Background: an optimization exercise with open tools, aiming at small area, a short achievable clock period and few clock cycles. Do not read the settings as production practice.
Only simulation tests tie the RTL to the original design; equivalence was not proved.
Power is estimated from default activity; no workload was simulated.

Setup of run A:
## palidx4_engine
module palidx4_engine (
    input  wire        clk,
    input  wire        rst,
    input  wire        start,
    input  wire [1:0]  op,
    input  wire [15:0] len,
    input  wire        transp_en,
    input  wire [31:0] transp_color,
    input  wire [31:0] start_index,
    input  wire        pix_valid,
    input  wire [31:0] pix_data,
    output wire        pix_ready,
    output reg         out_valid,
    output reg  [7:0]  out_byte,
    output wire        busy,
    output reg         done,
    output reg  [3:0]  err,
    output wire [15:0] err_info,
    output wire [4:0]  pal_count
);
For scale: about 2,100 cells after synthesis, roughly 700 flip-flops.
clock: 11.0 ns
lec_check: 0
cap_margin: 20
core_margin: 2
core_utilization: 40
slew_margin: 20
standard.sh (not shown) runs the stock make flow with config.mk's settings and CLKGATE_MAP_FILE= SYNTH_SCRIPT=/design/flow/synth_recipe.tcl, a recipe that flattens the netlist after the stock synthesis.
==> flow/flow/run.sh <==
#!/bin/bash
# Standard ORFS layout (the standard.sh), with repair_timing aimed at a
# tighter setup target and plain buffers on the ports.
set -euo pipefail
bash standard.sh SETUP_SLACK_MARGIN=7.8 CORE_UTILIZATION=55 \
  "BUFFER_PORTS_ARGS=-buffer_cell sky130_fd_sc_hd__buf_2" \
  CTS_CLUSTER_SIZE=20 CTS_CLUSTER_DIAMETER=60 \
  finish > standard_flow.log 2>&1
Run A completed end to end with timing, DRC and antenna clean.
Testbench counts of run A, summed over its fixed seeds: cycles 30,153.
Input changes introduced in run B (baseline for comparison: run A):
--- a/flow/flow/run.sh
+++ b/flow/flow/run.sh
@@ -5,2 +5,2 @@
-bash standard.sh SETUP_SLACK_MARGIN=7.8 CORE_UTILIZATION=55 \
-  "BUFFER_PORTS_ARGS=-buffer_cell sky130_fd_sc_hd__buf_2" \
+bash standard.sh SETUP_SLACK_MARGIN=7.7 CORE_UTILIZATION=55 \
+  "BUFFER_PORTS_ARGS=-buffer_cell sky130_fd_sc_hd__buf_4" \
--- outcome ---
On fmax, run B and run A are neck and neck.
In the flow results for run B and run A, the number of clock buffers in the layout is larger on run A.
On setup slack, the higher figure sits with run B, not run A.
Changes observed in run B relative to run A: overall power after layout rose by 1.4%; final cell utilization of the core went up; time the worst path needs with I/O delays and setup has decreased; routed wire length increased by 1.4% relative to the old numbers.
#### Input delta (run C over run B)
--- a/flow/flow/run.sh
+++ b/flow/flow/run.sh
@@ -6 +6 @@
-  "BUFFER_PORTS_ARGS=-buffer_cell sky130_fd_sc_hd__buf_4" \
+  "BUFFER_PORTS_ARGS=-buffer_cell sky130_fd_sc_hd__buf_2" \
Findings:
Diff run B -> run C: power attributed to the clock group lower; share of the cycle needed by the critical path after routing roughly the same; count of clock-buffer cells in the layout lower; buffering overhead lower; first-iteration DRC count lower.

========
== job 578 ==
Another version of the RTL of palidx4_engine (not shown whole).
Size: ~2100 cells after synthesis, about 660 flip-flops, roughly 160 I/O pins, roughly 29000 µm² of cells after synthesis.
Settings: LEC_CHECK=0, CAP_MARGIN=20, CORE_MARGIN=2, CORE_UTILIZATION=40, SLEW_MARGIN=20; clock period 11.0 ns.
==> flow/flow/run.sh <==
#!/bin/bash
# Standard ORFS layout (the standard.sh), with repair_timing aimed at a
# tighter setup target and plain buffers on the ports.
set -euo pipefail
bash standard.sh SETUP_SLACK_MARGIN=7.7 CORE_UTILIZATION=55 \
  "BUFFER_PORTS_ARGS=-buffer_cell sky130_fd_sc_hd__buf_2" \
  finish > standard_flow.log 2>&1
Testbench counts of job 578, summed over its fixed seeds: cycles 30,153.
--- input diff job 578..job 3333 ---
Settings: putting SETUP_SLACK_MARGIN at 5 where nothing was set.
==> flow/run.sh (new file) <==
#!/bin/bash
# synth_recipe.tcl (not shown) runs the flow's synth.tcl, then flattens the netlist and writes it again
# the make line also repeats each setting of config.mk as NAME=value (left out here)
make -C /OpenROAD-flow-scripts/flow DESIGN_CONFIG=/design/flow/config.mk WORK_HOME=/design/flow/orfs CLKGATE_MAP_FILE= SYNTH_SCRIPT=/design/flow/synth_recipe.tcl finish
removed: flow/flow/run.sh
removed: flow/standard.sh
[summary]
Final clock period utilization by the worst path is higher on job 3333
Compared with job 578, in job 3333 fraction of area in registers lost 0.42 points; width of the die now sits higher; power now sits higher; logic gate share of total power shows a reduction of 0.2 points; synthesized cell count shows no meaningful change.
For job 578, the end point of the critical path was pal_count[3], unlike job 3333, where it was pal[8][9].
The share of total power in the clock network reported for job 3333 is greater than that of job 578 by 1.6 points.
Per the comparison of job 3333 with job 578, final-layout fill cell count went up 2453, final critical-path setup slack went down 1.79 ns.
Cell area after placement up about 4% in job 3333 wrt job 578
The inputs of job 9110 differ from those of job 3333 as listed below.
Settings: clearing SETUP_SLACK_MARGIN, which used to be 5.
==> flow/flow/run.sh (new file) <==
#!/bin/bash
# Standard ORFS layout (the standard.sh), with repair_timing aimed at a
# tighter setup target and plain buffers on the ports.
set -euo pipefail
bash standard.sh SETUP_SLACK_MARGIN=7.62 CORE_UTILIZATION=70 \
  "BUFFER_PORTS_ARGS=-buffer_cell sky130_fd_sc_hd__buf_2" \
  CTS_CLUSTER_SIZE=20 CTS_CLUSTER_DIAMETER=60 \
  finish > standard_flow.log 2>&1
==> flow/standard.sh (new file) <==
#!/bin/bash
# synth_recipe.tcl (not shown) runs the flow's synth.tcl, then flattens the netlist and writes it again
# the make line also repeats each setting of config.mk as NAME=value (left out here)
make -C /OpenROAD-flow-scripts/flow DESIGN_CONFIG=/design/flow/config.mk WORK_HOME=/design/flow/orfs CLKGATE_MAP_FILE= SYNTH_SCRIPT=/design/flow/synth_recipe.tcl "${@:-finish}"
removed: flow/run.sh
==> notes.md <==
Job 9110 went all the way through synthesis, placement and routing and the layout is clean on timing, DRC and antenna.
Job 3333 → job 9110: sink count of the clock tree did not really move; area overhead of the layout relative to synthesis fell 4.8 points.
Looking at post-route worst setup slack, job 9110 sits above job 3333.
Final design instance area without fill of job 9110 falls short of that of job 3333 by a few percent.

## afterwards: timing with drivers on the ports
In the flow no input, the clock included, has a driving cell. The finished layouts below were timed again as built, in two steps.
Step 1 sets driving cells, clkbuf_16 on the clock port and buf_2 on the other inputs (assumed; they add their load-dependent delay and slew).
Step 2 times the ports against the registers' clock, not the clock port: input delays grow and output delays shrink by t, the midpoint of the rising clock arrivals with the driver on.
a / b / c = ideal ports / drivers / drivers and shift; a / b = the first two.
| run | t (ns) | slack for setup (ns) | clock arrival spread, ns | worst data-port slew with drivers (ns) |
|---|---|---|---|---|
| run A | 0.668 | 7.657 / 7.593 / 7.204 | 0.020 / 0.020 | 0.10 |
| run B | 0.667 | 7.662 / 7.600 / 7.050 | 0.026 / 0.026 | 0.10 |
| run C | 0.659 | 7.677 / 7.620 / 7.064 | 0.022 / 0.021 | 0.11 |
| job 578 | 0.665 | 7.608 / 7.545 / 7.058 | 0.026 / 0.026 | 0.08 |
| job 3333 | 0.668 | 5.815 / 5.815 / 5.815 | 0.056 / 0.056 | 0.09 |
| job 9110 | 0.651 | 7.594 / 7.538 / 6.989 | 0.022 / 0.022 | 0.08 |
After both steps setup and hold are still met in every run listed. For run C, which loses most, drivers alone change the setup slack by -0.057 ns; drivers and shift together by -0.613 ns.
